This is an optimization exercise on Yosys and OpenROAD, whose aim is small area, not a production implementation.
In this exercise RTL edits were held to simulation tests only and were not proved equivalent to the original.
Power figures rest on the tool's default switching activity, not on a simulated workload.

==> flow/run.sh <==
#!/bin/bash
# synth_recipe.tcl (not shown) runs the flow's synth.tcl, then flattens the netlist and writes it again
# the make line also repeats each setting of config.mk as NAME=value (left out here)
make -C /OpenROAD-flow-scripts/flow DESIGN_CONFIG=/design/flow/config.mk WORK_HOME=/design/flow/orfs CLKGATE_MAP_FILE= SYNTH_SCRIPT=/design/flow/synth_recipe.tcl finish
==> flow/config.mk <==
export PLATFORM = sky130hd
export DESIGN_NAME = ric
export DESIGN_NICKNAME = ric
export VERILOG_FILES = /design/flow/design.v
export SDC_FILE = /design/flow/constraint.sdc
export NUM_CORES = 4
export LEC_CHECK = 0
export CAP_MARGIN = 20
export CORE_MARGIN = 2
export CORE_UTILIZATION = 40
export SLEW_MARGIN = 20
==> flow/constraint.sdc <==
create_clock -name core_clock -period 10.0 [get_ports {clk}]
set_input_delay 2.0000 -clock core_clock [delete_from_list [all_inputs] [get_ports {clk}]]
set_output_delay 2.0000 -clock core_clock [all_outputs]
set_load 0.01 [all_outputs]
==> flow/design.v <==
module ric (
    input  wire        clk,
    input  wire        rst,
    input  wire        cmd_valid,
    output wire        cmd_ready,
    input  wire [3:0]  cmd_op,
    input  wire [8:0]  cmd_arg,
    output wire        rsp_valid,
    output wire        rsp_err,
    output wire [7:0]  rsp_ecode,
    output wire [63:0] rsp_cnt0,
    output wire [31:0] rsp_cnt1,
    output wire [15:0] rsp_cnt2,
    output wire [18:0] rsp_status,
    output wire [8:0]  rsp_mode,
    output wire [1:0]  rsp_snap,
    output wire [1:0]  rsp_pins,
    output wire        bus_req,
    output wire        bus_we,
    output wire [6:0]  bus_addr,
    output wire [3:0]  bus_len,
    output wire [7:0]  bus_wdata,
    input  wire        bus_rvalid,
    input  wire [7:0]  bus_rdata,
    input  wire        bus_done,
    input  wire        bus_err,
    input  wire [7:0]  bus_ecode
);
    reg [8:0]  mode_q;
    reg [1:0]  snap_q;       
    reg [1:0]  act_q;
    reg [1:0]  kind_q;       
    reg [1:0]  aux_q;        
    reg        pend_q;       
    reg        reqq_q;       
    reg [55:0] sh_q;
    wire       acc      = cmd_valid;
    wire [3:0] op       = cmd_op;
    wire       op_nobus = (op == 4'd0) || (op > 4'd5);
    wire       op_rc    = op[1] & ~op[0];             
    wire       op_rs    = op[2] & op[0];              
    wire       op_ins   = (op[1] & op[0]) | (op[2] & ~op[0]);    
    wire       op_sp    = op[1] & op[0];              
    wire       op_we    = op[0] ^ op[2];              
    wire       w_cfg    = ~op[1] & ~op[2];            
    wire       w_res    = op[2];                      
    wire [2:0] tag = mode_q[2:0];
    reg [3:0] len;
    always @(*) begin
        case (tag)
            3'd0: len = 4'd4;
            3'd1: len = 4'd7;
            3'd2: len = 4'd7;
            3'd3: len = 4'd3;
            3'd4: len = 4'd5;
            3'd5: len = 4'd7;
            3'd6: len = 4'd5;
            default: len = 4'd8;
        endcase
    end
    wire       not3 = ~(tag == 3'd7);
    wire [7:0] cfg = {not3 & mode_q[6], not3 & mode_q[4], mode_q[7], mode_q[5],
                      mode_q[3], tag};
    wire rs_more = (kind_q == 2'd3) & ~aux_q[1];    
    assign bus_req   = (acc & ~op_nobus) | reqq_q;
    assign bus_we    = ~reqq_q & op_we;
    assign bus_addr  = {reqq_q | op_rs,
                        ~reqq_q & op_ins,
                        ~reqq_q & op_ins,
                        reqq_q | op_rc | op_rs,
                        1'b0,
                        reqq_q & aux_q[1],
                        reqq_q & aux_q[0]};
    assign bus_len   = (~reqq_q & op_rc) ? len : 4'd1;
    assign bus_wdata = {w_cfg & cfg[7],
                        w_cfg ? cfg[6] : (w_res ? act_q[1] : cmd_arg[1]),
                        w_cfg ? cfg[5] : (w_res ? act_q[0] : cmd_arg[0]),
                        w_cfg & cfg[4],
                        w_cfg & cfg[3],
                        w_cfg ? cfg[2:0] : (w_res ? cmd_arg[2:0] : 3'b000)};
    wire ok = bus_done & ~bus_err;
    assign cmd_ready = 1'b1;
    assign rsp_valid = pend_q | (bus_done & (bus_err | ~rs_more));
    assign rsp_err   = bus_done & bus_err;
    assign rsp_ecode = bus_ecode;
    assign rsp_mode  = mode_q;
    assign rsp_snap  = snap_q;
    assign rsp_pins  = act_q;
    wire ge24 = ~((tag == 3'd3) | (tag == 3'd6) | (tag == 3'd7));
    wire ge32 = (tag == 3'd2) | (tag == 3'd4) | (tag == 3'd5);
    wire ge48 = (tag == 3'd2);
    wire sign0 = ge48 ? sh_q[55] : ge32 ? sh_q[39] : ge24 ? sh_q[31] : sh_q[23];
    assign rsp_cnt0[15:0]  = sh_q[23:8];
    assign rsp_cnt0[23:16] = ge24 ? sh_q[31:24] : {8{sign0}};
    assign rsp_cnt0[31:24] = ge32 ? sh_q[39:32] : {8{sign0}};
    assign rsp_cnt0[47:32] = ge48 ? sh_q[55:40] : {16{sign0}};
    assign rsp_cnt0[63:48] = {16{sign0}};
    wire sign1 = tag[1] ? sh_q[39] : sh_q[55];
    assign rsp_cnt1[15:0]  = tag[1] ? sh_q[39:24] : tag[2] ? sh_q[55:40] : sh_q[47:32];
    assign rsp_cnt1[23:16] = (~tag[1] & ~tag[2]) ? sh_q[55:48] : {8{sign1}};
    assign rsp_cnt1[31:24] = {8{sign1}};
    assign rsp_cnt2 = sh_q[55:40];
    assign rsp_status = {
        sh_q[8],     
        sh_q[9],     
        sh_q[16],    
        sh_q[10],    
        sh_q[11],    
        sh_q[12],    
        sh_q[17],    
        sh_q[18],    
        sh_q[19],    
        sh_q[20],    
        sh_q[5],     
        sh_q[7],     
        sh_q[6],     
        sh_q[13],    
        sh_q[15],    
        sh_q[14],    
        sh_q[21],    
        sh_q[23],    
        sh_q[22]     
    };
    wire       a_nch1 = (cmd_arg[2:0] == 3'd0) | (cmd_arg[2:0] == 3'd2) |
                        (cmd_arg[2:0] == 3'd3) | (cmd_arg[2:0] == 3'd4);
    wire       a_nch3 = (cmd_arg[2:0] == 3'd7);
    wire [8:0] mode_new = {a_nch3 ? cmd_arg[8:7] : 2'b00,
                           a_nch1 ? 2'b00 : cmd_arg[6:5],
                           cmd_arg[4:0]};
    always @(posedge clk) begin
        if (rst) begin
            mode_q <= 9'b0_0000_0010;    
            snap_q <= 2'b00;
            act_q  <= 2'b00;
        end else begin
            if (acc && op == 4'd0)
                mode_q <= mode_new;
            if (ok && kind_q == 2'd1)
                snap_q <= ~sh_q[7:6];
            else if (ok && kind_q == 2'd3 && aux_q[1])
                snap_q <= sh_q[12:11];
            if (ok && kind_q == 2'd2)
                act_q <= aux_q;
        end
    end
    always @(posedge clk) begin
        pend_q <= acc & op_nobus;
        reqq_q <= ok & rs_more;
        if (acc) begin
            kind_q <= {op_sp | op_rs, op_rc | op_rs};
            aux_q  <= op_sp ? cmd_arg[1:0] : 2'b00;
        end else if (bus_done) begin
            aux_q  <= aux_q + 2'd1;
        end
        if (bus_rvalid)
            sh_q <= {sh_q[47:0], bus_rdata};
    end
endmodule
==> results of run 1 <==
## sequential cells by signal (all words and copies together), names as in the netlist
signal,count
act_q,2
pend_q,1
reqq_q,1
snap_q,2
mode_q,9
sh_q,56
aux_q,2
kind_q,2
## layout make-up
type	instances	area, sq um
Clock inverter	7	106
Sequential cell	75	2100
Timing Repair Buffer	193	1920
Tap cell	136	170
Multi-Input combinational cell	215	1370
Clock buffer	9	124
Inverter	3	11.3
Fill cell	899	4470
## worst min path at each step
stage / end / cells after the start
2_1_floorplan: sh_q[10] / 0
3_3_place_gp: sh_q[8] / 0
6_report: sh_q[8] / 0
4_1_cts: sh_q[11] / 0
5_1_grt: sh_q[10] / 0
3_5_place_dp: sh_q[8] / 0
## layout by cell type (no fill, tap or decap), drive strengths merged, types with 5 or more instances in the layout
master	Yosys	routed
nand2	44	44
nor3	9	9
dfxtp	15	15
o21ai	22	22
inv	3	7
nand2b	19	19
mux2i	27	27
a21o	28	28
edfxtp	60	60
clkdlybuf4s50	0	191
clkbuf	8	9
and2	5	5
nor2	17	17
## metal layers
layer | up-vias | wire [microns]
li1 | 1489 | -
met1 | 1380 | 4450
met2 | 120 | 4450
met3 | 19 | 702
met4 | 0 | 176
met5 | - | 0
## power by group
part	switching [mW]	internal (mW)	total, mW	leakage [nW]
registers	0.0169	0.358	0.375	0.711
logic	0.0667	0.0949	0.162	1.44
clock network	0.123	0.145	0.269	0.117
## cell families after synthesis
group / count (synthesis)
buffers and inverters: 108
and+or+nand+nor: 114
muxes: 31
DFF: 75
adders and majority gates: 1
AOI/OAI and AO/OA: 66
other: 2
xor gates and xnor gates: 1
==> impl_results.html, run 1 <==
<table>
<tr><th>Metric</th><th>Value</th></tr>
<tr><th colspan="2">Yosys</th></tr>
<tr><td>Post-synthesis adder-cell area fraction</td><td>0.297%</td></tr>
<tr><td>Mux contribution to synthesized area</td><td>about 7.7%</td></tr>
<tr><td>Complex-gate fraction of the synthesized area</td><td>roughly a tenth</td></tr>
<tr><td>Top area cells in the synthesized netlist</td><td>sky130_fd_sc_hd__edfxtp_1, sky130_fd_sc_hd__buf_4, sky130_fd_sc_hd__dfxtp_1</td></tr>
<tr><td>Number of enable flip-flop cells after synthesis</td><td>60</td></tr>
<tr><td>Post-synthesis xor/xnor area fraction</td><td>less than 1%</td></tr>
<tr><td>Number of distinct library cells after synthesis</td><td>44</td></tr>
<tr><td>Instance count of the mapped netlist</td><td>between 300 and 400</td></tr>
<tr><td>Mean cell area of the mapped netlist</td><td>10.6 sq um</td></tr>
<tr><td>Combined area of all synthesized cells</td><td>0.00421 sq mm</td></tr>
<tr><td>Most used flip-flop cell after synthesis</td><td>sky130_fd_sc_hd__edfxtp_1</td></tr>
<tr><td>Most repeated cell in the gate-level netlist after synthesis</td><td>sky130_fd_sc_hd__buf_4</td></tr>
<tr><td>Fraction of synthesis flops using an asynchronous set or reset pin</td><td>0%</td></tr>
<tr><td>Dominant cell type by area after synthesis</td><td>sky130_fd_sc_hd__edfxtp_1</td></tr>
<tr><td>Commonest cells post-synth</td><td>sky130_fd_sc_hd__buf_4, sky130_fd_sc_hd__edfxtp_1, sky130_fd_sc_hd__nand2_1, sky130_fd_sc_hd__a21o_1, sky130_fd_sc_hd__mux2i_1</td></tr>
<tr><td>Fraction of the mapped netlist area in simple logic gates</td><td>13.8%</td></tr>
<tr><td>Post-Synthesis Net Count</td><td>about 430</td></tr>
<tr><td>Area fraction of the dominant cell type after synthesis</td><td>roughly 43%</td></tr>
<tr><td>Register bit total from synthesis</td><td>75</td></tr>
<tr><td>Fraction of the yosys area taken by sequential cells</td><td>50.0%</td></tr>
<tr><td>Combinational family with the most area after synthesis</td><td>buffers and inverters</td></tr>
<tr><td>Count of synthesis-stage warnings from yosys</td><td>1</td></tr>
<tr><th colspan="2">Finish</th></tr>
<tr><td>Syn-to-layout area delta</td><td>38.0%</td></tr>
<tr><td>Design Area, Final</td><td>0.00581 sq mm</td></tr>
<tr><td>Count of nets after finishing</td><td>533</td></tr>
<tr><td>Fraction of final layout cells sized beyond drive strength 1</td><td>5.58%</td></tr>
<tr><td>Final non-filler cell total</td><td>about 640</td></tr>
<tr><td>Total inserted antenna cells</td><td>0</td></tr>
<tr><td>Final core area utilization</td><td>56.5%</td></tr>
<tr><th colspan="2">Clock tree</th></tr>
<tr><td>Source-to-sink clock delay at the later pin of the worst-skew pair</td><td>between 300 and 400 ps</td></tr>
<tr><td>Hold-fix buffers at CTS</td><td>0</td></tr>
<tr><td>Number of buffers created by CTS</td><td>9</td></tr>
<tr><td>CTS root buf</td><td>sky130_fd_sc_hd__clkbuf_8</td></tr>
<tr><td>Clock sink count</td><td>75</td></tr>
<tr><td># H-tree levels</td><td>3</td></tr>
<tr><td>Quantity of gates resized following cts</td><td>0</td></tr>
<tr><td>Post-CTS setup-driven buffer insertion count</td><td>0</td></tr>
<tr><td>Reg clk slew, reported paths</td><td>90 ps</td></tr>
<tr><td>CTS tree</td><td>done</td></tr>
<tr><td>Maximum root-to-sink buffer count</td><td>2</td></tr>
<tr><th colspan="2">Setup path</th></tr>
<tr><td>Worst-path cell chain</td><td>clkdlybuf4s50_1 -&gt; nand2b_1 -&gt; or2_1 -&gt; a211oi_1 -&gt; clkdlybuf4s50_1</td></tr>
<tr><td>Most frequent cell on the critical path</td><td>sky130_fd_sc_hd__clkdlybuf4s50_1</td></tr>
<tr><td>Req. time, crit path</td><td>8000 ps</td></tr>
<tr><td>CP max-delay cell</td><td>sky130_fd_sc_hd__clkdlybuf4s50_1</td></tr>
<tr><td>R2R Path Start</td><td>mode_q[1]</td></tr>
<tr><td>Origin of the worst setup path</td><td>cmd_op[1]</td></tr>
<tr><td>Element type at the critical path start</td><td>input pin</td></tr>
<tr><td>Kind of critical path</td><td>input pin to primary output</td></tr>
<tr><td>Worst setup path end</td><td>bus_len[1]</td></tr>
<tr><td>Worst-path fanout max</td><td>13</td></tr>
<tr><td>Crit path max-delay family</td><td>buffers and inverters</td></tr>
<tr><td>Category of the worst setup path capture point</td><td>primary output</td></tr>
<tr><td>Logic depth of the worst register-to-register path</td><td>2</td></tr>
<tr><td>Capture point of the worst reg-to-reg path</td><td>mode_q[1]</td></tr>
<tr><td>CP Depth</td><td>5</td></tr>
<tr><td>Arrival @ worst endpoint</td><td>4090 ps</td></tr>
<tr><td>R2r setup slk</td><td>8700 ps</td></tr>
<tr><td>Worst path buffer plus inverter count</td><td>2</td></tr>
<tr><td>Stage delay of the slowest cell on the critical path</td><td>roughly 740 ps</td></tr>
<tr><th colspan="2">Place</th></tr>
<tr><td>Post-placement setup slack</td><td>a little under 4000 ps</td></tr>
<tr><td>HPWL after DPL</td><td>7.02 mm</td></tr>
<tr><td>Buffers on Ports</td><td>192</td></tr>
<tr><td>DP Area</td><td>about 0.0056 sq mm</td></tr>
<tr><td>Instance count after placement with tap cells included</td><td>622</td></tr>
<tr><td>Last weighted congestion value of the routability-driven placer</td><td>about 0.83</td></tr>
<tr><th colspan="2">GRT</th></tr>
<tr><td>GR Util met2</td><td>26.1%</td></tr>
<tr><td>Overall global routing resource usage</td><td>17.0%</td></tr>
<tr><td>Global-route wire length before repair</td><td>around 15 mm</td></tr>
<tr><td>Most Used Layer, Global Route</td><td>met2</td></tr>
<tr><td>Grt met3 use</td><td>under 10%</td></tr>
<tr><td>Via count of the first global-routing pass</td><td>2777</td></tr>
<tr><td>Met1 demand-to-capacity share in global routing</td><td>23.0%</td></tr>
<tr><td>Pin count of the biggest net entering global routing</td><td>between 50 and 60</td></tr>
<tr><td>Total global routing overflow</td><td>0</td></tr>
<tr><td>Initial antenna violation count</td><td>0</td></tr>
<tr><th colspan="2">Routing</th></tr>
<tr><td>Via count of the routed design</td><td>3008</td></tr>
<tr><td>Total iterations of the first detailed-routing run</td><td>4</td></tr>
<tr><td>Post-DR wirelength/cell</td><td>15.3 microns</td></tr>
<tr><td>Average via count per standard cell</td><td>4.71</td></tr>
<tr><td>DRT antenna net count</td><td>0</td></tr>
<tr><td>Final WL</td><td>roughly 9.8 mm</td></tr>
<tr><td>Count of routing violations after the opening detailed-route iteration</td><td>approximately 140</td></tr>
<tr><td>Residual DRC</td><td>0</td></tr>
<tr><th colspan="2">Floorplanning</th></tr>
<tr><td>Boundary Pins</td><td>211</td></tr>
<tr><td>Effective utilization at floorplan</td><td>40.9%</td></tr>
<tr><td>Die outline area</td><td>0.0114 sq mm</td></tr>
<tr><td>Die X</td><td>between 100 and 150 microns</td></tr>
<tr><td>Row Count</td><td>37</td></tr>
<tr><td>Floorplan Core Area</td><td>between 0.01 and 0.015 sq mm</td></tr>
<tr><td>Vertical die dimension</td><td>107 microns</td></tr>
<tr><th colspan="2">STA</th></tr>
<tr><td>Setup slack of the critical path after layout</td><td>about 3900 ps</td></tr>
<tr><td>Max Transition Viols Final</td><td>0</td></tr>
<tr><td>Actual slew at the worst max-slew pin</td><td>1060 ps</td></tr>
<tr><td>Clock Skew</td><td>7.16 ps</td></tr>
<tr><td>Fraction of the cycle the final worst path needs</td><td>between 60% and 70%</td></tr>
<tr><td>Max Freq</td><td>164 MHz</td></tr>
<tr><td>Fin Hold WS</td><td>approximately 430 ps</td></tr>
<tr><td>Unrepaired setup endpoints after global routing</td><td>false</td></tr>
<tr><td>Time the final worst path needs with I/O delays and setup</td><td>6090 ps</td></tr>
<tr><td>Endpoints failing hold</td><td>0</td></tr>
<tr><td>Setup TNS</td><td>0 ps</td></tr>
<tr><td>Final setup violating endpoints</td><td>0</td></tr>
<tr><td>Slew margin rel.</td><td>28.9%</td></tr>
<tr><th colspan="2">Hold path</th></tr>
<tr><td>Origin of the worst min-delay path</td><td>sh_q[0]</td></tr>
<tr><td>Class of the tightest hold or removal check</td><td>flop to flop</td></tr>
<tr><th colspan="2">Pwr</th></tr>
<tr><td>Worst vdd rail ir drop</td><td>0.0919 mV</td></tr>
<tr><td>Total power consumption of the routed design</td><td>0.805 mW</td></tr>
<tr><td>Total power per unit cell area</td><td>139 mW/mm^2</td></tr>
<tr><td>Leak pwr</td><td>~2.3 nW</td></tr>
<tr><th colspan="2">Job</th></tr>
<tr><td># Max-Cap Violations</td><td>0</td></tr>
<tr><th colspan="2">Status</th></tr>
<tr><td>Status</td><td>no timing/DRC/antenna violations</td></tr>
</table>
==> run 2, diff against run 1 <==
==> flow/flow/run.sh (new file) <==
#!/bin/bash
set -euo pipefail
export BUFFER_PORTS_ARGS="-buffer_cell sky130_fd_sc_hd__buf_1"
bash standard.sh finish > standard_make.log 2>&1
==> flow/standard.sh (new file) <==
#!/bin/bash
# synth_recipe.tcl (not shown) runs the flow's synth.tcl, then flattens the netlist and writes it again
# the make line also repeats each setting of config.mk as NAME=value (left out here)
make -C /OpenROAD-flow-scripts/flow DESIGN_CONFIG=/design/flow/config.mk WORK_HOME=/design/flow/orfs CLKGATE_MAP_FILE= SYNTH_SCRIPT=/design/flow/synth_recipe.tcl "${@:-finish}"
--- a/flow/config.mk
+++ b/flow/config.mk
@@ -8,4 +8,5 @@
 export CAP_MARGIN = 20
 export CORE_MARGIN = 2
 export CORE_UTILIZATION = 40
+export CTS_BUF_LIST = sky130_fd_sc_hd__clkbuf_4 sky130_fd_sc_hd__clkbuf_8
 export SLEW_MARGIN = 20
removed: flow/run.sh
==> impl_results.html, run 2 <==
<table>
<tr><th>Metric</th><th>Value</th></tr>
<tr><th colspan="2">Floorplanning</th></tr>
<tr><td>Effective utilization at floorplan</td><td>about 41%</td></tr>
<tr><td>Die outline area</td><td>0.0114 sq mm</td></tr>
<tr><td>Boundary Pins</td><td>211</td></tr>
<tr><td>Vertical die dimension</td><td>about 110 microns</td></tr>
<tr><td>Die X</td><td>about 110 microns</td></tr>
<tr><td>Row Count</td><td>37</td></tr>
<tr><td>Floorplan Core Area</td><td>between 0.01 and 0.015 sq mm</td></tr>
<tr><th colspan="2">Yosys</th></tr>
<tr><td>Dominant cell type by area after synthesis</td><td>sky130_fd_sc_hd__edfxtp_1</td></tr>
<tr><td>Number of distinct library cells after synthesis</td><td>44</td></tr>
<tr><td>Combined area of all synthesized cells</td><td>0.00421 sq mm</td></tr>
<tr><td>Mean cell area of the mapped netlist</td><td>10.6 sq um</td></tr>
<tr><td>Most used flip-flop cell after synthesis</td><td>sky130_fd_sc_hd__edfxtp_1</td></tr>
<tr><td>Post-Synthesis Net Count</td><td>434</td></tr>
<tr><td>Area fraction of the dominant cell type after synthesis</td><td>42.8%</td></tr>
<tr><td>Count of synthesis-stage warnings from yosys</td><td>1</td></tr>
<tr><td>Top area cells in the synthesized netlist</td><td>sky130_fd_sc_hd__edfxtp_1, sky130_fd_sc_hd__buf_4, sky130_fd_sc_hd__dfxtp_1</td></tr>
<tr><td>Register bit total from synthesis</td><td>75</td></tr>
<tr><td>Instance count of the mapped netlist</td><td>398</td></tr>
<tr><td>Number of enable flip-flop cells after synthesis</td><td>60</td></tr>
<tr><td>Most repeated cell in the gate-level netlist after synthesis</td><td>sky130_fd_sc_hd__buf_4</td></tr>
<tr><td>Fraction of synthesis flops using an asynchronous set or reset pin</td><td>0%</td></tr>
<tr><td>Commonest cells post-synth</td><td>sky130_fd_sc_hd__buf_4, sky130_fd_sc_hd__edfxtp_1, sky130_fd_sc_hd__nand2_1, sky130_fd_sc_hd__a21o_1, sky130_fd_sc_hd__mux2i_1</td></tr>
<tr><td>Fraction of the yosys area taken by sequential cells</td><td>50.0%</td></tr>
<tr><th colspan="2">STA</th></tr>
<tr><td>Time the final worst path needs with I/O delays and setup</td><td>approximately 5300 ps</td></tr>
<tr><td>Unrepaired setup endpoints after global routing</td><td>false</td></tr>
<tr><td>Fraction of the cycle the final worst path needs</td><td>a little over half</td></tr>
<tr><td>Setup slack of the critical path after layout</td><td>4670 ps</td></tr>
<tr><td>Endpoints failing hold</td><td>0</td></tr>
<tr><td>Actual slew at the worst max-slew pin</td><td>954 ps</td></tr>
<tr><td>Max Transition Viols Final</td><td>0</td></tr>
<tr><td>Final setup violating endpoints</td><td>0</td></tr>
<tr><td>Slew margin rel.</td><td>a little over a third</td></tr>
<tr><td>Clock Skew</td><td>7.75 ps</td></tr>
<tr><td>Max Freq</td><td>between 150 and 200 MHz</td></tr>
<tr><td>Setup TNS</td><td>0 ps</td></tr>
<tr><td>Fin Hold WS</td><td>423 ps</td></tr>
<tr><th colspan="2">Status</th></tr>
<tr><td>Status</td><td>no timing/DRC/antenna violations</td></tr>
<tr><th colspan="2">Clock tree</th></tr>
<tr><td>Hold-fix buffers at CTS</td><td>0</td></tr>
<tr><td>Number of buffers created by CTS</td><td>9</td></tr>
<tr><td>Maximum root-to-sink buffer count</td><td>2</td></tr>
<tr><td>Reg clk slew, reported paths</td><td>around 70 ps</td></tr>
<tr><td>Source-to-sink clock delay at the later pin of the worst-skew pair</td><td>around 340 ps</td></tr>
<tr><td>Post-CTS setup-driven buffer insertion count</td><td>0</td></tr>
<tr><td>Quantity of gates resized following cts</td><td>0</td></tr>
<tr><td>CTS root buf</td><td>sky130_fd_sc_hd__clkbuf_8</td></tr>
<tr><td># H-tree levels</td><td>3</td></tr>
<tr><td>Clock sink count</td><td>75</td></tr>
<tr><td>CTS tree</td><td>done</td></tr>
<tr><th colspan="2">Setup path</th></tr>
<tr><td>Crit path max-delay family</td><td>buffers and inverters</td></tr>
<tr><td>Element type at the critical path start</td><td>input pin</td></tr>
<tr><td>Stage delay of the slowest cell on the critical path</td><td>410 ps</td></tr>
<tr><td>Most frequent cell on the critical path</td><td>sky130_fd_sc_hd__buf_1</td></tr>
<tr><td>Worst path buffer plus inverter count</td><td>2</td></tr>
<tr><td>Logic depth of the worst register-to-register path</td><td>2</td></tr>
<tr><td>CP max-delay cell</td><td>sky130_fd_sc_hd__buf_1</td></tr>
<tr><td>Arrival @ worst endpoint</td><td>3330 ps</td></tr>
<tr><td>Worst-path fanout max</td><td>13</td></tr>
<tr><td>Kind of critical path</td><td>input pin to primary output</td></tr>
<tr><td>Req. time, crit path</td><td>~8000 ps</td></tr>
<tr><td>Worst-path cell chain</td><td>buf_1 -&gt; nand2b_1 -&gt; or2_1 -&gt; a211oi_1 -&gt; buf_1</td></tr>
<tr><td>Category of the worst setup path capture point</td><td>primary output</td></tr>
<tr><td>CP Depth</td><td>5</td></tr>
<tr><th colspan="2">Pwr</th></tr>
<tr><td>Combinational group share of total power</td><td>13.5%</td></tr>
<tr><td>Clk network pwr share</td><td>a little under two fifths</td></tr>
<tr><td>Internal power</td><td>around 0.56 mW</td></tr>
<tr><td>Net Sw Frac</td><td>25.8%</td></tr>
<tr><td>Switching power</td><td>0.196 mW</td></tr>
<tr><td>Sequential group share of total power</td><td>49.3%</td></tr>
<tr><td>Total power per unit cell area</td><td>164 mW/mm^2</td></tr>
<tr><td>Leak pwr</td><td>1.76 nW</td></tr>
<tr><td>Total power consumption of the routed design</td><td>0.761 mW</td></tr>
<tr><td>Worst vdd rail ir drop</td><td>0.0757 mV</td></tr>
<tr><th colspan="2">Hold path</th></tr>
<tr><td>Hold Crit Depth</td><td>0</td></tr>
<tr><td>Class of the tightest hold or removal check</td><td>flop to flop</td></tr>
<tr><th colspan="2">Finish</th></tr>
<tr><td>Commonest cells after routing, fill and taps aside</td><td>sky130_fd_sc_hd__buf_1, sky130_fd_sc_hd__edfxtp_1, sky130_fd_sc_hd__nand2_1</td></tr>
<tr><td>Largest register by flop count</td><td>sh_q</td></tr>
<tr><td>Final core area utilization</td><td>45.1%</td></tr>
<tr><td>Fillers</td><td>1012</td></tr>
<tr><td>Leading registers by flop count</td><td>sh_q (56), mode_q (9)</td></tr>
<tr><td>Final non-filler cell total</td><td>approximately 640</td></tr>
<tr><td>Total inserted antenna cells</td><td>0</td></tr>
<tr><td>Fraction of final layout cells sized beyond drive strength 1</td><td>5.58%</td></tr>
<tr><td>Syn-to-layout area delta</td><td>10.1%</td></tr>
<tr><td>Design Area, Final</td><td>0.00463 sq mm</td></tr>
<tr><td>Max FFs per register</td><td>56</td></tr>
<tr><td>Most common cell after layout, fill and taps aside</td><td>sky130_fd_sc_hd__buf_1</td></tr>
<tr><td>Count of nets after finishing</td><td>roughly 530</td></tr>
<tr><th colspan="2">GRT</th></tr>
<tr><td>Overall global routing resource usage</td><td>15.4%</td></tr>
<tr><td>Most Used Layer, Global Route</td><td>met2</td></tr>
<tr><td>Pin count of the biggest net entering global routing</td><td>57</td></tr>
<tr><td>Global-route wire length before repair</td><td>13.8 mm</td></tr>
<tr><td>Initial antenna violation count</td><td>0</td></tr>
<tr><td>Grt met3 use</td><td>4.11%</td></tr>
<tr><td>Via count of the first global-routing pass</td><td>2595</td></tr>
<tr><td>Met1 demand-to-capacity share in global routing</td><td>20.9%</td></tr>
<tr><td>Total global routing overflow</td><td>0</td></tr>
<tr><td>GR Util met2</td><td>between 20% and 30%</td></tr>
<tr><th colspan="2">Routing</th></tr>
<tr><td>Residual DRC</td><td>0</td></tr>
<tr><td>Via count of the routed design</td><td>between 2000 and 3000</td></tr>
<tr><td>Total iterations of the first detailed-routing run</td><td>5</td></tr>
<tr><td>Final WL</td><td>approximately 9.0 mm</td></tr>
<tr><td>Count of routing violations after the opening detailed-route iteration</td><td>188</td></tr>
<tr><td>Average via count per standard cell</td><td>4.69</td></tr>
<tr><td>Post-DR wirelength/cell</td><td>14.1 microns</td></tr>
<tr><td>DRT antenna net count</td><td>0</td></tr>
<tr><th colspan="2">Place</th></tr>
<tr><td>HPWL after DPL</td><td>6.47 mm</td></tr>
<tr><td>DP Area</td><td>0.00438 sq mm</td></tr>
<tr><td>Buffers on Ports</td><td>192</td></tr>
<tr><td>Last weighted congestion value of the routability-driven placer</td><td>0.908</td></tr>
<tr><td>Post-placement setup slack</td><td>4680 ps</td></tr>
<tr><td>Instance count after placement with tap cells included</td><td>622</td></tr>
<tr><th colspan="2">Job</th></tr>
<tr><td># Max-Cap Violations</td><td>0</td></tr>
</table>
run 2: cell type report:
cell class              instances  area (sq um)  share of cell area [%]
flip-flops and latches         75          2100                    45.4
repair buffers                193           729                    15.7
clock buffers                  10           131                    2.84
clock inverters                 6           111                    2.40
inverters                       3          11.3                   0.243
multi-input cells             215          1370                    29.7
well taps                     136           170                    3.67
run 2: path summary, 6_finish.rpt:
kind | startpoint | to | slack [ps]
worst min-delay path | sh_q[0] | sh_q[8] | 420
worst max-delay path | cmd_op[1] | bus_len[1] | 4670
worst max register to register | mode_q[1] | mode_q[1] | 8710
worst min register to register | sh_q[0] | sh_q[8] | 420
run 2: cells by family (layout without fill, tap and decap cells):
kind of cell | count (synthesis) | after routing | synth area share, %
xor gates and xnor gates | 1 | 1 | 0.208
buffers and inverters | 108 | 212 | 17.5
AOI/OAI and AO/OA | 66 | 66 | 10.3
other | 2 | 2 | 0.178
and+or+nand+nor | 114 | 114 | 13.8
muxes | 31 | 31 | 7.67
DFF | 75 | 75 | 50.0
adders and majority gates | 1 | 1 | 0.297
run 2: power by group through the flow:
stage / combinational, mW / sequential, mW / clock, mW
floorplan: 0.0908 / 0.376 / 0
global placement: 0.103 / 0.381 / 0
detailed placement: 0.103 / 0.382 / 0
CTS: 0.104 / 0.375 / 0.290
global route: 0.114 / 0.378 / 0.304
finish: 0.102 / 0.375 / 0.284
run 2: routing by layer:
metal / up-vias / part of all wire, %
li1: 1491 / -
met4: 0 / 2.0
met3: 17 / 7.7
met2: 140 / 46
met1: 1346 / 44
met5: - / 0
run 2: worst register-to-register path, cell delays in order (launching register included):
cell	delay, ps
sky130_fd_sc_hd__dfxtp_2	970
sky130_fd_sc_hd__nor2_1	110
sky130_fd_sc_hd__mux2i_1	150
==> run 3, diff against run 2 <==
==> flow/flow/run.sh (replaced) <==
#!/bin/bash
set -euo pipefail
export BUFFER_PORTS_ARGS="-buffer_cell sky130_fd_sc_hd__buf_1"
export CTS_ARGS="-sink_clustering_enable -repair_clock_nets -dont_use_dummy_load -buf_list {sky130_fd_sc_hd__clkbuf_4 sky130_fd_sc_hd__clkbuf_8}"
bash standard.sh finish > standard_make.log 2>&1
--- a/flow/config.mk
+++ b/flow/config.mk
@@ -8,5 +8,4 @@
 export CAP_MARGIN = 20
 export CORE_MARGIN = 2
 export CORE_UTILIZATION = 40
-export CTS_BUF_LIST = sky130_fd_sc_hd__clkbuf_4 sky130_fd_sc_hd__clkbuf_8
 export SLEW_MARGIN = 20
==> impl_results.html, run 3 <==
<table>
<tr><th>Metric</th><th>Value</th></tr>
<tr><th colspan="2">Finish</th></tr>
<tr><td>Largest register by flop count</td><td>sh_q</td></tr>
<tr><td>Seq. cell area</td><td>0.00210 sq mm</td></tr>
<tr><td>Area occupied by multi-input gates</td><td>0.00137 sq mm</td></tr>
<tr><td>Design Area, Final</td><td>0.00451 sq mm</td></tr>
<tr><td>Final non-filler cell total</td><td>631</td></tr>
<tr><td>Most common cell after layout, fill and taps aside</td><td>sky130_fd_sc_hd__buf_1</td></tr>
<tr><td>Syn-to-layout area delta</td><td>7.26%</td></tr>
<tr><td>Total inserted antenna cells</td><td>0</td></tr>
<tr><td>Fraction of final layout cells sized beyond drive strength 1</td><td>about 4.2%</td></tr>
<tr><td>Fillers</td><td>1015</td></tr>
<tr><td>Max FFs per register</td><td>56</td></tr>
<tr><td>Commonest cells after routing, fill and taps aside</td><td>sky130_fd_sc_hd__buf_1, sky130_fd_sc_hd__edfxtp_1, sky130_fd_sc_hd__nand2_1</td></tr>
<tr><td>Count of nets after finishing</td><td>533</td></tr>
<tr><td>Leading registers by flop count</td><td>sh_q (56), mode_q (9)</td></tr>
<tr><td>Final core area utilization</td><td>43.9%</td></tr>
<tr><th colspan="2">Setup path</th></tr>
<tr><td>Arrival @ worst endpoint</td><td>~3300 ps</td></tr>
<tr><td>Origin of the worst setup path</td><td>cmd_op[1]</td></tr>
<tr><td>CP Depth</td><td>5</td></tr>
<tr><td>Worst-path fanout max</td><td>13</td></tr>
<tr><td>Crit path max-delay family</td><td>buffers and inverters</td></tr>
<tr><td>Worst-path cell chain</td><td>buf_1 -&gt; nand2b_1 -&gt; or2_1 -&gt; a211oi_1 -&gt; buf_1</td></tr>
<tr><td>R2r setup slk</td><td>approximately 8700 ps</td></tr>
<tr><td>Stage delay of the slowest cell on the critical path</td><td>400 ps</td></tr>
<tr><td>Element type at the critical path start</td><td>input pin</td></tr>
<tr><td>Logic depth of the worst register-to-register path</td><td>2</td></tr>
<tr><td>Kind of critical path</td><td>input pin to primary output</td></tr>
<tr><td>CP max-delay cell</td><td>sky130_fd_sc_hd__buf_1</td></tr>
<tr><td>Worst path buffer plus inverter count</td><td>2</td></tr>
<tr><td>Category of the worst setup path capture point</td><td>primary output</td></tr>
<tr><td>Most frequent cell on the critical path</td><td>sky130_fd_sc_hd__buf_1</td></tr>
<tr><td>R2R Path Start</td><td>mode_q[1]</td></tr>
<tr><td>Req. time, crit path</td><td>8000 ps</td></tr>
<tr><td>Worst setup path end</td><td>bus_len[1]</td></tr>
<tr><td>Capture point of the worst reg-to-reg path</td><td>mode_q[1]</td></tr>
<tr><th colspan="2">Clock tree</th></tr>
<tr><td>Quantity of gates resized following cts</td><td>0</td></tr>
<tr><td>Source-to-sink clock delay at the later pin of the worst-skew pair</td><td>330 ps</td></tr>
<tr><td># H-tree levels</td><td>3</td></tr>
<tr><td>Post-CTS setup-driven buffer insertion count</td><td>0</td></tr>
<tr><td>Clock sink count</td><td>75</td></tr>
<tr><td>Maximum root-to-sink buffer count</td><td>2</td></tr>
<tr><td>CTS tree</td><td>done</td></tr>
<tr><td>Number of buffers created by CTS</td><td>9</td></tr>
<tr><td>Hold-fix buffers at CTS</td><td>0</td></tr>
<tr><td>CTS root buf</td><td>sky130_fd_sc_hd__clkbuf_8</td></tr>
<tr><td>Reg clk slew, reported paths</td><td>~60 ps</td></tr>
<tr><th colspan="2">Yosys</th></tr>
<tr><td>Mean cell area of the mapped netlist</td><td>10.6 sq um</td></tr>
<tr><td>Count of synthesis-stage warnings from yosys</td><td>1</td></tr>
<tr><td>Complex-gate fraction of the synthesized area</td><td>10.3%</td></tr>
<tr><td>Top area cells in the synthesized netlist</td><td>sky130_fd_sc_hd__edfxtp_1, sky130_fd_sc_hd__buf_4, sky130_fd_sc_hd__dfxtp_1</td></tr>
<tr><td>Number of enable flip-flop cells after synthesis</td><td>60</td></tr>
<tr><td>Post-synthesis xor/xnor area fraction</td><td>0.208%</td></tr>
<tr><td>Mux contribution to synthesized area</td><td>7.67%</td></tr>
<tr><td>Register bit total from synthesis</td><td>75</td></tr>
<tr><td>Dominant cell type by area after synthesis</td><td>sky130_fd_sc_hd__edfxtp_1</td></tr>
<tr><td>Fraction of the yosys area taken by sequential cells</td><td>50.0%</td></tr>
<tr><td>Most used flip-flop cell after synthesis</td><td>sky130_fd_sc_hd__edfxtp_1</td></tr>
<tr><td>Commonest cells post-synth</td><td>sky130_fd_sc_hd__buf_4, sky130_fd_sc_hd__edfxtp_1, sky130_fd_sc_hd__nand2_1, sky130_fd_sc_hd__a21o_1, sky130_fd_sc_hd__mux2i_1</td></tr>
<tr><td>Fraction of synthesis flops using an asynchronous set or reset pin</td><td>0%</td></tr>
<tr><td>Area fraction of the dominant cell type after synthesis</td><td>between 40% and 50%</td></tr>
<tr><td>Post-Synthesis Net Count</td><td>roughly 430</td></tr>
<tr><td>Combined area of all synthesized cells</td><td>0.00421 sq mm</td></tr>
<tr><td>Combinational family with the most area after synthesis</td><td>buffers and inverters</td></tr>
<tr><td>Instance count of the mapped netlist</td><td>398</td></tr>
<tr><td>Number of distinct library cells after synthesis</td><td>44</td></tr>
<tr><td>Fraction of the mapped netlist area in simple logic gates</td><td>13.8%</td></tr>
<tr><td>Post-synthesis adder-cell area fraction</td><td>less than 1%</td></tr>
<tr><td>Most repeated cell in the gate-level netlist after synthesis</td><td>sky130_fd_sc_hd__buf_4</td></tr>
<tr><th colspan="2">Place</th></tr>
<tr><td>DP Area</td><td>0.00438 sq mm</td></tr>
<tr><td>Buffers on Ports</td><td>192</td></tr>
<tr><td>HPWL after DPL</td><td>6.47 mm</td></tr>
<tr><td>Last weighted congestion value of the routability-driven placer</td><td>0.908</td></tr>
<tr><td>Post-placement setup slack</td><td>4680 ps</td></tr>
<tr><td>Instance count after placement with tap cells included</td><td>622</td></tr>
<tr><th colspan="2">STA</th></tr>
<tr><td>Setup slack of the critical path after layout</td><td>4680 ps</td></tr>
<tr><td>Final setup violating endpoints</td><td>0</td></tr>
<tr><td>Fin Hold WS</td><td>420 ps</td></tr>
<tr><td>Actual slew at the worst max-slew pin</td><td>957 ps</td></tr>
<tr><td>Slew margin rel.</td><td>between 30% and 40%</td></tr>
<tr><td>Time the final worst path needs with I/O delays and setup</td><td>5320 ps</td></tr>
<tr><td>Unrepaired setup endpoints after global routing</td><td>false</td></tr>
<tr><td>Fraction of the cycle the final worst path needs</td><td>around 53%</td></tr>
<tr><td>Setup TNS</td><td>0 ps</td></tr>
<tr><td>Max Freq</td><td>188 MHz</td></tr>
<tr><td>Clock Skew</td><td>15.4 ps</td></tr>
<tr><td>Max Transition Viols Final</td><td>0</td></tr>
<tr><td>Endpoints failing hold</td><td>0</td></tr>
<tr><th colspan="2">Status</th></tr>
<tr><td>Status</td><td>no timing/DRC/antenna violations</td></tr>
<tr><th colspan="2">GRT</th></tr>
<tr><td>Overall global routing resource usage</td><td>15.3%</td></tr>
<tr><td>Total global routing overflow</td><td>0</td></tr>
<tr><td>Via count of the first global-routing pass</td><td>between 2000 and 3000</td></tr>
<tr><td>Global-route wire length before repair</td><td>13.8 mm</td></tr>
<tr><td>Initial antenna violation count</td><td>0</td></tr>
<tr><td>Pin count of the biggest net entering global routing</td><td>57</td></tr>
<tr><th colspan="2">Routing</th></tr>
<tr><td>Final WL</td><td>between 8 and 9 mm</td></tr>
<tr><td>Via count of the routed design</td><td>2986</td></tr>
<tr><td>Count of routing violations after the opening detailed-route iteration</td><td>~140</td></tr>
<tr><td>Total iterations of the first detailed-routing run</td><td>5</td></tr>
<tr><td>Average via count per standard cell</td><td>4.73</td></tr>
<tr><td>DRT antenna net count</td><td>0</td></tr>
<tr><td>Post-DR wirelength/cell</td><td>14.2 microns</td></tr>
<tr><td>Residual DRC</td><td>0</td></tr>
<tr><th colspan="2">Job</th></tr>
<tr><td># Max-Cap Violations</td><td>0</td></tr>
<tr><th colspan="2">Floorplanning</th></tr>
<tr><td>Vertical die dimension</td><td>107 microns</td></tr>
<tr><td>Die outline area</td><td>roughly 0.011 sq mm</td></tr>
<tr><td>Floorplan Core Area</td><td>0.0103 sq mm</td></tr>
<tr><td>Boundary Pins</td><td>211</td></tr>
<tr><td>Effective utilization at floorplan</td><td>40.9%</td></tr>
<tr><td>Row Count</td><td>37</td></tr>
<tr><td>Die X</td><td>107 microns</td></tr>
<tr><th colspan="2">Pwr</th></tr>
<tr><td>Total power per unit cell area</td><td>between 100 and 150 mW/mm^2</td></tr>
<tr><td>Worst vdd rail ir drop</td><td>0.0715 mV</td></tr>
<tr><td>Leak pwr</td><td>1.71 nW</td></tr>
<tr><td>Total power consumption of the routed design</td><td>between 0.6 and 0.7 mW</td></tr>
<tr><th colspan="2">Hold path</th></tr>
<tr><td>Class of the tightest hold or removal check</td><td>flop to flop</td></tr>
</table>
-- run 3: cells by family after synthesis --
logic type / after synthesis
other: 2
AOI/OAI and AO/OA: 66
DFF: 75
xor gates and xnor gates: 1
adders and majority gates: 1
buffers and inverters: 108
and+or+nand+nor: 114
muxes: 31
-- run 3: power breakdown --
part	switching, mW	leakage (nW)	total (mW)	internal, mW
logic	0.0646	0.934	0.102	0.0377
clock network	0.0953	0.0647	0.176	0.0804
registers	0.0169	0.711	0.375	0.358
-- run 3: final cells by class --
class,instances,area share [%]
Inverter,3,0.250
Clock buffer,9,2.74
Timing Repair Buffer,193,16.2
Tap cell,136,3.77
Multi-Input combinational cell,215,30.4
Sequential cell,75,46.6
-- run 3: how the worst min path moves through the flow --
stage            start        to  slack (ps)  cells past startpoint
2_1_floorplan  sh_q[2]  sh_q[10]         400                      0
3_3_place_gp   sh_q[0]   sh_q[8]         400                      0
3_5_place_dp   sh_q[0]   sh_q[8]         410                      0
4_1_cts        sh_q[0]   sh_q[8]         420                      0
5_1_grt        sh_q[0]   sh_q[8]         430                      0
6_report       sh_q[0]   sh_q[8]         420                      0
-- run 3: worst register-to-register path: cells and delay by family, from the launching register on --
kind	cells	cell delay (ps)
flops	1	960
mux	1	150
simple gates	1	110
-- run 3: per-layer routing --
metal	global-route usage, %	vias to the layer above	part of all wire [%]
met5	0	-	0
met4	4.36	0	1.9
met3	4.84	19	7.5
met2	23.4	136	46
met1	21.0	1345	45
li1	-	1486	-
==> run 4, diff against run 3 <==
--- a/flow/config.mk
+++ b/flow/config.mk
@@ -7,5 +7,6 @@
 export LEC_CHECK = 0
 export CAP_MARGIN = 20
 export CORE_MARGIN = 2
-export CORE_UTILIZATION = 40
+export CORE_UTILIZATION = 70
+export PLACE_DENSITY = 0.75
 export SLEW_MARGIN = 20
==> impl_results.html, run 4 <==
<table>
<tr><th>Metric</th><th>Value</th></tr>
<tr><th colspan="2">Hold path</th></tr>
<tr><td>Class of the tightest hold or removal check</td><td>flop to flop</td></tr>
<tr><th colspan="2">Clock tree</th></tr>
<tr><td>Source-to-sink clock delay at the later pin of the worst-skew pair</td><td>~340 ps</td></tr>
<tr><td>Number of buffers created by CTS</td><td>9</td></tr>
<tr><td>Hold-fix buffers at CTS</td><td>0</td></tr>
<tr><td>CTS tree</td><td>done</td></tr>
<tr><td>Post-CTS setup-driven buffer insertion count</td><td>0</td></tr>
<tr><td>Clock sink count</td><td>75</td></tr>
<tr><td>Reg clk slew, reported paths</td><td>70 ps</td></tr>
<tr><td>CTS root buf</td><td>sky130_fd_sc_hd__clkbuf_8</td></tr>
<tr><td>Quantity of gates resized following cts</td><td>0</td></tr>
<tr><td># H-tree levels</td><td>3</td></tr>
<tr><td>Maximum root-to-sink buffer count</td><td>2</td></tr>
<tr><th colspan="2">Yosys</th></tr>
<tr><td>Most repeated cell in the gate-level netlist after synthesis</td><td>sky130_fd_sc_hd__buf_4</td></tr>
<tr><td>Post-Synthesis Net Count</td><td>between 400 and 500</td></tr>
<tr><td>Combined area of all synthesized cells</td><td>between 0.004 and 0.005 sq mm</td></tr>
<tr><td>Fraction of synthesis flops using an asynchronous set or reset pin</td><td>0%</td></tr>
<tr><td>Area fraction of the dominant cell type after synthesis</td><td>42.8%</td></tr>
<tr><td>Commonest cells post-synth</td><td>sky130_fd_sc_hd__buf_4, sky130_fd_sc_hd__edfxtp_1, sky130_fd_sc_hd__nand2_1, sky130_fd_sc_hd__a21o_1, sky130_fd_sc_hd__mux2i_1</td></tr>
<tr><td>Top area cells in the synthesized netlist</td><td>sky130_fd_sc_hd__edfxtp_1, sky130_fd_sc_hd__buf_4, sky130_fd_sc_hd__dfxtp_1</td></tr>
<tr><td>Count of synthesis-stage warnings from yosys</td><td>1</td></tr>
<tr><td>Register bit total from synthesis</td><td>75</td></tr>
<tr><td>Most used flip-flop cell after synthesis</td><td>sky130_fd_sc_hd__edfxtp_1</td></tr>
<tr><td>Instance count of the mapped netlist</td><td>398</td></tr>
<tr><td>Mean cell area of the mapped netlist</td><td>10.6 sq um</td></tr>
<tr><td>Number of enable flip-flop cells after synthesis</td><td>60</td></tr>
<tr><td>Fraction of the yosys area taken by sequential cells</td><td>50.0%</td></tr>
<tr><td>Number of distinct library cells after synthesis</td><td>44</td></tr>
<tr><td>Dominant cell type by area after synthesis</td><td>sky130_fd_sc_hd__edfxtp_1</td></tr>
<tr><th colspan="2">Routing</th></tr>
<tr><td>Average via count per standard cell</td><td>5.25</td></tr>
<tr><td>DRT antenna net count</td><td>0</td></tr>
<tr><td>Total iterations of the first detailed-routing run</td><td>4</td></tr>
<tr><td>Residual DRC</td><td>0</td></tr>
<tr><td>Post-DR wirelength/cell</td><td>14.9 microns</td></tr>
<tr><td>Count of routing violations after the opening detailed-route iteration</td><td>136</td></tr>
<tr><td>Via count of the routed design</td><td>2990</td></tr>
<tr><td>Final WL</td><td>8.52 mm</td></tr>
<tr><th colspan="2">Pwr</th></tr>
<tr><td>Switching power</td><td>about 0.17 mW</td></tr>
<tr><td>Total power consumption of the routed design</td><td>roughly 0.65 mW</td></tr>
<tr><td>Net Sw Frac</td><td>a little over a quarter</td></tr>
<tr><td>Sequential group share of total power</td><td>57.9%</td></tr>
<tr><td>Total power per unit cell area</td><td>146 mW/mm^2</td></tr>
<tr><td>Internal power</td><td>0.476 mW</td></tr>
<tr><td>Worst vdd rail ir drop</td><td>between 0.15 and 0.2 mV</td></tr>
<tr><td>Leak pwr</td><td>1.70 nW</td></tr>
<tr><td>Combinational group share of total power</td><td>15.8%</td></tr>
<tr><td>Clk network pwr share</td><td>26.3%</td></tr>
<tr><th colspan="2">Floorplanning</th></tr>
<tr><td>Effective utilization at floorplan</td><td>71.9%</td></tr>
<tr><td>Row Count</td><td>28</td></tr>
<tr><td>Die X</td><td>81.5 microns</td></tr>
<tr><td>Die outline area</td><td>0.00665 sq mm</td></tr>
<tr><td>Boundary Pins</td><td>211</td></tr>
<tr><td>Floorplan Core Area</td><td>0.00585 sq mm</td></tr>
<tr><td>Vertical die dimension</td><td>81.5 microns</td></tr>
<tr><th colspan="2">Finish</th></tr>
<tr><td>Final non-filler cell total</td><td>between 500 and 600</td></tr>
<tr><td>Leading registers by flop count</td><td>sh_q (56), mode_q (9)</td></tr>
<tr><td>Commonest cells after routing, fill and taps aside</td><td>sky130_fd_sc_hd__buf_1, sky130_fd_sc_hd__edfxtp_1, sky130_fd_sc_hd__nand2_1</td></tr>
<tr><td>Largest register by flop count</td><td>sh_q</td></tr>
<tr><td>Max FFs per register</td><td>56</td></tr>
<tr><td>Total inserted antenna cells</td><td>0</td></tr>
<tr><td>Fraction of final layout cells sized beyond drive strength 1</td><td>roughly 4.2%</td></tr>
<tr><td>Syn-to-layout area delta</td><td>5.29%</td></tr>
<tr><td>Final core area utilization</td><td>75.7%</td></tr>
<tr><td>Most common cell after layout, fill and taps aside</td><td>sky130_fd_sc_hd__buf_1</td></tr>
<tr><td>Count of nets after finishing</td><td>533</td></tr>
<tr><td>Design Area, Final</td><td>about 0.0044 sq mm</td></tr>
<tr><th colspan="2">Place</th></tr>
<tr><td>Last weighted congestion value of the routability-driven placer</td><td>0.890</td></tr>
<tr><td>Post-placement setup slack</td><td>4670 ps</td></tr>
<tr><td>Buffers on Ports</td><td>roughly 190</td></tr>
<tr><td>DP Area</td><td>roughly 0.0043 sq mm</td></tr>
<tr><td>HPWL after DPL</td><td>slightly above 6 mm</td></tr>
<tr><td>Instance count after placement with tap cells included</td><td>between 500 and 600</td></tr>
<tr><th colspan="2">Setup path</th></tr>
<tr><td>Arrival @ worst endpoint</td><td>3330 ps</td></tr>
<tr><td>Kind of critical path</td><td>input pin to primary output</td></tr>
<tr><td>Category of the worst setup path capture point</td><td>primary output</td></tr>
<tr><td>Req. time, crit path</td><td>8000 ps</td></tr>
<tr><td>Element type at the critical path start</td><td>input pin</td></tr>
<tr><td>Worst-path fanout max</td><td>13</td></tr>
<tr><th colspan="2">GRT</th></tr>
<tr><td>Overall global routing resource usage</td><td>25.0%</td></tr>
<tr><td>Total global routing overflow</td><td>0</td></tr>
<tr><td>Grt met3 use</td><td>5.05%</td></tr>
<tr><td>GR Util met2</td><td>40.3%</td></tr>
<tr><td>Initial antenna violation count</td><td>0</td></tr>
<tr><td>Via count of the first global-routing pass</td><td>2558</td></tr>
<tr><td>Pin count of the biggest net entering global routing</td><td>between 50 and 60</td></tr>
<tr><td>Global-route wire length before repair</td><td>approximately 12 mm</td></tr>
<tr><td>Met1 demand-to-capacity share in global routing</td><td>32.3%</td></tr>
<tr><td>Most Used Layer, Global Route</td><td>met2</td></tr>
<tr><th colspan="2">STA</th></tr>
<tr><td>Slew margin rel.</td><td>36.3%</td></tr>
<tr><td>Setup TNS</td><td>0 ps</td></tr>
<tr><td>Fin Hold WS</td><td>426 ps</td></tr>
<tr><td>Actual slew at the worst max-slew pin</td><td>approximately 950 ps</td></tr>
<tr><td>Endpoints failing hold</td><td>0</td></tr>
<tr><td>Max Transition Viols Final</td><td>0</td></tr>
<tr><td>Setup slack of the critical path after layout</td><td>4670 ps</td></tr>
<tr><td>Fraction of the cycle the final worst path needs</td><td>between 50 and 60%</td></tr>
<tr><td>Max Freq</td><td>188 MHz</td></tr>
<tr><td>Clock Skew</td><td>20.7 ps</td></tr>
<tr><td>Final setup violating endpoints</td><td>0</td></tr>
<tr><td>Time the final worst path needs with I/O delays and setup</td><td>approximately 5300 ps</td></tr>
<tr><td>Unrepaired setup endpoints after global routing</td><td>false</td></tr>
<tr><th colspan="2">Job</th></tr>
<tr><td># Max-Cap Violations</td><td>0</td></tr>
<tr><th colspan="2">Status</th></tr>
<tr><td>Status</td><td>no timing/DRC/antenna violations</td></tr>
</table>
run 4: cell types whose count changed in the layout (fill, tap and decap cells not counted):
cell and delta:
sky130_fd_sc_hd__nor3b_4 -1, sky130_fd_sc_hd__nor3b_2 +1
run 4: worst max-delay path, cell delays in order:
cell and delay [ps]:
sky130_fd_sc_hd__buf_1 400, sky130_fd_sc_hd__nand2b_1 160, sky130_fd_sc_hd__or2_1 290, sky130_fd_sc_hd__a211oi_1 290, sky130_fd_sc_hd__buf_1 190
run 4: metal layers:
layer	routed length [microns]	up-vias
met2	4140	135
li1	-	1481
met5	0	-
met4	188	0
met1	3610	1362
met3	584	12
run 4: logic make-up after synthesis:
kind of cell             after synthesis  synth area share (%)
AND/OR/NAND/NOR                      114                  13.8
buffers and inverters                108                  17.5
multiplexers                          31                  7.67
AO/OA/AOI/OAI                         66                  10.3
other                                  2                 0.178
adder cells (fa/ha/maj)                1                 0.297
flip-flops                            75                  50.0
XOR/XNOR                               1                 0.208
run 4: area by class of cell:
type                    count  area (sq um)
clock buffers               9           124
flip-flops and latches     75          2100
repair buffers            193           729
well taps                  75          93.8
fillers                   446          1420
inverters                   3          11.3
multi-input cells         215          1370
run 4: final timing paths:
path / from / endpoint / slack [ps] / cells after the start
worst min register to register: sh_q[4] / sh_q[12] / 430 / 0
worst min-delay path: sh_q[4] / sh_q[12] / 430 / 0
worst max-delay path: cmd_op[1] / bus_len[1] / 4670 / 5
worst max register to register: mode_q[1] / mode_q[1] / 8720 / 2
run 4: power by group through the flow:
stage               clock [mW]  combinational, mW  sequential (mW)
detailed placement           0              0.103            0.382
floorplan                    0             0.0908            0.376
global placement             0              0.102            0.380
finish                   0.170              0.103            0.375
CTS                      0.175              0.104            0.375
global route             0.182              0.115            0.378
==> run 5, diff against run 4 <==
==> flow/flow/run.sh (replaced) <==
#!/bin/bash
set -euo pipefail
export BUFFER_PORTS_ARGS="-buffer_cell sky130_fd_sc_hd__buf_1"
export CTS_ARGS="-sink_clustering_enable -repair_clock_nets -dont_use_dummy_load -sink_clustering_size 30 -sink_clustering_max_diameter 80 -buf_list {sky130_fd_sc_hd__clkbuf_8 sky130_fd_sc_hd__clkbuf_16}"
bash standard.sh finish > standard_make.log 2>&1
--- a/flow/config.mk
+++ b/flow/config.mk
@@ -7,6 +7,5 @@
 export LEC_CHECK = 0
 export CAP_MARGIN = 20
 export CORE_MARGIN = 2
-export CORE_UTILIZATION = 70
-export PLACE_DENSITY = 0.75
+export CORE_UTILIZATION = 40
 export SLEW_MARGIN = 20
==> impl_results.html, run 5 <==
<table>
<tr><th>Metric</th><th>Value</th></tr>
<tr><th colspan="2">Place</th></tr>
<tr><td>HPWL after DPL</td><td>6.47 mm</td></tr>
<tr><td>Post-placement setup slack</td><td>between 4000 and 5000 ps</td></tr>
<tr><td>Last weighted congestion value of the routability-driven placer</td><td>~0.91</td></tr>
<tr><td>Buffers on Ports</td><td>roughly 190</td></tr>
<tr><th colspan="2">Setup path</th></tr>
<tr><td>CP max-delay cell</td><td>sky130_fd_sc_hd__buf_1</td></tr>
<tr><td>Kind of critical path</td><td>input pin to primary output</td></tr>
<tr><td>Most frequent cell on the critical path</td><td>sky130_fd_sc_hd__buf_1</td></tr>
<tr><td>R2R Path Start</td><td>mode_q[1]</td></tr>
<tr><td>Capture point of the worst reg-to-reg path</td><td>mode_q[1]</td></tr>
<tr><td>Arrival @ worst endpoint</td><td>3320 ps</td></tr>
<tr><td>Element type at the critical path start</td><td>input pin</td></tr>
<tr><td>Worst-path cell chain</td><td>buf_1 -&gt; nand2b_1 -&gt; or2_1 -&gt; a211oi_1 -&gt; buf_1</td></tr>
<tr><td>Logic depth of the worst register-to-register path</td><td>2</td></tr>
<tr><td>R2r setup slk</td><td>8720 ps</td></tr>
<tr><td>Stage delay of the slowest cell on the critical path</td><td>400 ps</td></tr>
<tr><td>Worst setup path end</td><td>bus_len[1]</td></tr>
<tr><td>Worst-path fanout max</td><td>13</td></tr>
<tr><td>Req. time, crit path</td><td>roughly 8000 ps</td></tr>
<tr><td>Category of the worst setup path capture point</td><td>primary output</td></tr>
<tr><td>Origin of the worst setup path</td><td>cmd_op[1]</td></tr>
<tr><th colspan="2">Yosys</th></tr>
<tr><td>Register bit total from synthesis</td><td>75</td></tr>
<tr><td>Top area cells in the synthesized netlist</td><td>sky130_fd_sc_hd__edfxtp_1, sky130_fd_sc_hd__buf_4, sky130_fd_sc_hd__dfxtp_1</td></tr>
<tr><td>Instance count of the mapped netlist</td><td>between 300 and 400</td></tr>
<tr><td>Area fraction of the dominant cell type after synthesis</td><td>42.8%</td></tr>
<tr><td>Most used flip-flop cell after synthesis</td><td>sky130_fd_sc_hd__edfxtp_1</td></tr>
<tr><td>Commonest cells post-synth</td><td>sky130_fd_sc_hd__buf_4, sky130_fd_sc_hd__edfxtp_1, sky130_fd_sc_hd__nand2_1, sky130_fd_sc_hd__a21o_1, sky130_fd_sc_hd__mux2i_1</td></tr>
<tr><td>Post-Synthesis Net Count</td><td>434</td></tr>
<tr><td>Most repeated cell in the gate-level netlist after synthesis</td><td>sky130_fd_sc_hd__buf_4</td></tr>
<tr><td>Number of enable flip-flop cells after synthesis</td><td>60</td></tr>
<tr><td>Dominant cell type by area after synthesis</td><td>sky130_fd_sc_hd__edfxtp_1</td></tr>
<tr><td>Number of distinct library cells after synthesis</td><td>44</td></tr>
<tr><td>Combined area of all synthesized cells</td><td>0.00421 sq mm</td></tr>
<tr><td>Count of synthesis-stage warnings from yosys</td><td>1</td></tr>
<tr><td>Mean cell area of the mapped netlist</td><td>approximately 11 sq um</td></tr>
<tr><td>Fraction of synthesis flops using an asynchronous set or reset pin</td><td>0%</td></tr>
<tr><td>Fraction of the yosys area taken by sequential cells</td><td>50.0%</td></tr>
<tr><th colspan="2">Job</th></tr>
<tr><td># Max-Cap Violations</td><td>0</td></tr>
<tr><th colspan="2">Finish</th></tr>
<tr><td>Most common cell after layout, fill and taps aside</td><td>sky130_fd_sc_hd__buf_1</td></tr>
<tr><td>Fraction of final layout cells sized beyond drive strength 1</td><td>between 4 and 5%</td></tr>
<tr><td>Largest register by flop count</td><td>sh_q</td></tr>
<tr><td>Total inserted antenna cells</td><td>0</td></tr>
<tr><td>Final core area utilization</td><td>43.9%</td></tr>
<tr><td>Count of nets after finishing</td><td>533</td></tr>
<tr><td>Commonest cells after routing, fill and taps aside</td><td>sky130_fd_sc_hd__buf_1, sky130_fd_sc_hd__edfxtp_1, sky130_fd_sc_hd__nand2_1</td></tr>
<tr><td>Leading registers by flop count</td><td>sh_q (56), mode_q (9)</td></tr>
<tr><td>Max FFs per register</td><td>56</td></tr>
<tr><td>Fillers</td><td>1015</td></tr>
<tr><td>Syn-to-layout area delta</td><td>7.26%</td></tr>
<tr><th colspan="2">Clock tree</th></tr>
<tr><td>Source-to-sink clock delay at the later pin of the worst-skew pair</td><td>330 ps</td></tr>
<tr><td>Hold-fix buffers at CTS</td><td>0</td></tr>
<tr><td>Number of buffers created by CTS</td><td>9</td></tr>
<tr><td>Clock sink count</td><td>75</td></tr>
<tr><td>CTS tree</td><td>done</td></tr>
<tr><td>Quantity of gates resized following cts</td><td>0</td></tr>
<tr><td>CTS root buf</td><td>sky130_fd_sc_hd__clkbuf_8</td></tr>
<tr><td># H-tree levels</td><td>3</td></tr>
<tr><td>Maximum root-to-sink buffer count</td><td>2</td></tr>
<tr><td>Post-CTS setup-driven buffer insertion count</td><td>0</td></tr>
<tr><td>Reg clk slew, reported paths</td><td>roughly 60 ps</td></tr>
<tr><th colspan="2">STA</th></tr>
<tr><td>Endpoints failing hold</td><td>0</td></tr>
<tr><td>Slew margin rel.</td><td>36.2%</td></tr>
<tr><td>Setup slack of the critical path after layout</td><td>4680 ps</td></tr>
<tr><td>Setup TNS</td><td>0 ps</td></tr>
<tr><td>Actual slew at the worst max-slew pin</td><td>around 960 ps</td></tr>
<tr><td>Clock Skew</td><td>15.4 ps</td></tr>
<tr><td>Fraction of the cycle the final worst path needs</td><td>53.2%</td></tr>
<tr><td>Fin Hold WS</td><td>420 ps</td></tr>
<tr><td>Time the final worst path needs with I/O delays and setup</td><td>5320 ps</td></tr>
<tr><td>Max Transition Viols Final</td><td>0</td></tr>
<tr><td>Unrepaired setup endpoints after global routing</td><td>false</td></tr>
<tr><td>Final setup violating endpoints</td><td>0</td></tr>
<tr><td>Max Freq</td><td>188 MHz</td></tr>
<tr><th colspan="2">GRT</th></tr>
<tr><td>Total global routing overflow</td><td>0</td></tr>
<tr><td>Pin count of the biggest net entering global routing</td><td>57</td></tr>
<tr><td>Overall global routing resource usage</td><td>around 15%</td></tr>
<tr><td>Via count of the first global-routing pass</td><td>2591</td></tr>
<tr><td>Global-route wire length before repair</td><td>13.8 mm</td></tr>
<tr><td>Initial antenna violation count</td><td>0</td></tr>
<tr><th colspan="2">Routing</th></tr>
<tr><td>Count of routing violations after the opening detailed-route iteration</td><td>about 140</td></tr>
<tr><td>Highest metal used</td><td>met4</td></tr>
<tr><td>Total routed wire length on the met1 layer</td><td>~4 mm</td></tr>
<tr><td>Detailed-routed wire length on met2</td><td>4.11 mm</td></tr>
<tr><td>Post-DR wirelength/cell</td><td>about 14 microns</td></tr>
<tr><td>Average via count per standard cell</td><td>4.73</td></tr>
<tr><td>Residual DRC</td><td>0</td></tr>
<tr><td>Total iterations of the first detailed-routing run</td><td>5</td></tr>
<tr><td>Final WL</td><td>8.96 mm</td></tr>
<tr><td>DRT antenna net count</td><td>0</td></tr>
<tr><td>Via count of the routed design</td><td>2986</td></tr>
<tr><td>Total length of routed met3 wires</td><td>669 microns</td></tr>
<tr><th colspan="2">Pwr</th></tr>
<tr><td>Leak pwr</td><td>1.71 nW</td></tr>
<tr><td>Worst vdd rail ir drop</td><td>just over 0.07 mV</td></tr>
<tr><td>Total power per unit cell area</td><td>145 mW/mm^2</td></tr>
<tr><th colspan="2">Floorplanning</th></tr>
<tr><td>Effective utilization at floorplan</td><td>between 40% and 50%</td></tr>
<tr><td>Boundary Pins</td><td>about 210</td></tr>
<tr><td>Row Count</td><td>37</td></tr>
<tr><td>Floorplan Core Area</td><td>roughly 0.01 sq mm</td></tr>
<tr><td>Die X</td><td>107 microns</td></tr>
<tr><td>Die outline area</td><td>approximately 0.011 sq mm</td></tr>
<tr><td>Vertical die dimension</td><td>107 microns</td></tr>
<tr><th colspan="2">Hold path</th></tr>
<tr><td>Class of the tightest hold or removal check</td><td>flop to flop</td></tr>
<tr><th colspan="2">Status</th></tr>
<tr><td>Status</td><td>no timing/DRC/antenna violations</td></tr>
</table>
[run 5: changes by cell type in the layout (fill, tap and decap cells not counted)]
cell / before / now
sky130_fd_sc_hd__nor3b_2: 1 / 0
sky130_fd_sc_hd__nor3b_4: 0 / 1
[run 5: worst min-delay path by stage]
| stage | start | end | slack [ps] | cells after the start |
|---|---|---|---|---|
| 2_1_floorplan | sh_q[2] | sh_q[10] | 400 | 0 |
| 3_3_place_gp | sh_q[0] | sh_q[8] | 400 | 0 |
| 3_5_place_dp | sh_q[0] | sh_q[8] | 410 | 0 |
| 4_1_cts | sh_q[0] | sh_q[8] | 420 | 0 |
| 5_1_grt | sh_q[0] | sh_q[8] | 430 | 0 |
| 6_report | sh_q[0] | sh_q[8] | 420 | 0 |
[run 5: per-stage QoR]
| stage | std cells | cell area [sq um] | power, mW |
|---|---|---|---|
| 3_5_place_dp | 622 | 4380 | 0.485 |
| 6_report | 631 | 4510 | 0.653 |
| 2_1_floorplan | 398 | 4210 | 0.466 |
| 3_3_place_gp | 622 | 4380 | 0.484 |
| 5_1_grt | 631 | 4510 | 0.688 |
| 4_1_cts | 631 | 4510 | 0.661 |
[run 5: layer usage]
| layer | global-route usage (%) | vias up |
|---|---|---|
| met1 | 21.0 | 1345 |
| met5 | 0 | - |
| met2 | 23.4 | 136 |
| met4 | 4.36 | 0 |
| li1 | - | 1486 |
| met3 | 4.84 | 19 |
[run 5: worst max-delay path, delay by kind of cell]
kind                   cells  cell delay [ps]
buffers and inverters      2              610
AO/OA/AOI/OAI              1              250
AND/OR/NAND/NOR            2              440
[run 5: logic make-up after synthesis]
group	count (synthesis)	synth area share (%)
and+or+nand+nor	114	13.8
other	2	0.178
muxes	31	7.67
adders and majority gates	1	0.297
buffers and inverters	108	17.5
DFF	75	50.0
xor gates and xnor gates	1	0.208
AOI/OAI and AO/OA	66	10.3
[run 5: area by class of cell]
class                           instances  area (sq um)  share of cell area [%]
Clock buffer                            9           124                    2.74
Tap cell                              136           170                    3.77
Timing Repair Buffer                  193           729                    16.2
Multi-Input combinational cell        215          1370                    30.4
Inverter                                3          11.3                   0.250
Sequential cell                        75          2100                    46.6
[run 5: where the power goes]
part           switching [mW]  internal [mW]  leakage (nW)
clock                  0.0953         0.0804        0.0647
combinational          0.0646         0.0377         0.934
sequential             0.0169          0.358         0.711

## static timing again, ports no longer ideal
In the flow no input, the clock included, has a driving cell. The finished layouts below were timed again as built, in two steps.
Step 1 assumes that a clkbuf_16 drives the clock port and a buf_2 every other input.
Step 2 times the ports against the registers' clock, not the clock port: input delays grow and output delays shrink by t, the midpoint of the rising clock arrivals with the driver on.
a / b / c = ideal ports / drivers / drivers and shift; a / b = the first two.
run | t (ns) | setup slack, ns | worst setup path at the end
run 1 | 0.375 | 3.915 / 3.886 / 3.886 | input to output
run 2 | 0.363 | 4.672 / 4.647 / 4.647 | input to output
run 3 | 0.354 | 4.681 / 4.656 / 4.656 | input to output
run 4 | 0.358 | 4.669 / 4.631 / 4.631 | input to output
run 5 | 0.354 | 4.681 / 4.656 / 4.656 | input to output
After both steps every run listed still meets setup and hold. The setup slack of run 4, which loses most, moves by -0.038 ns with the drivers and by -0.038 ns with both steps.
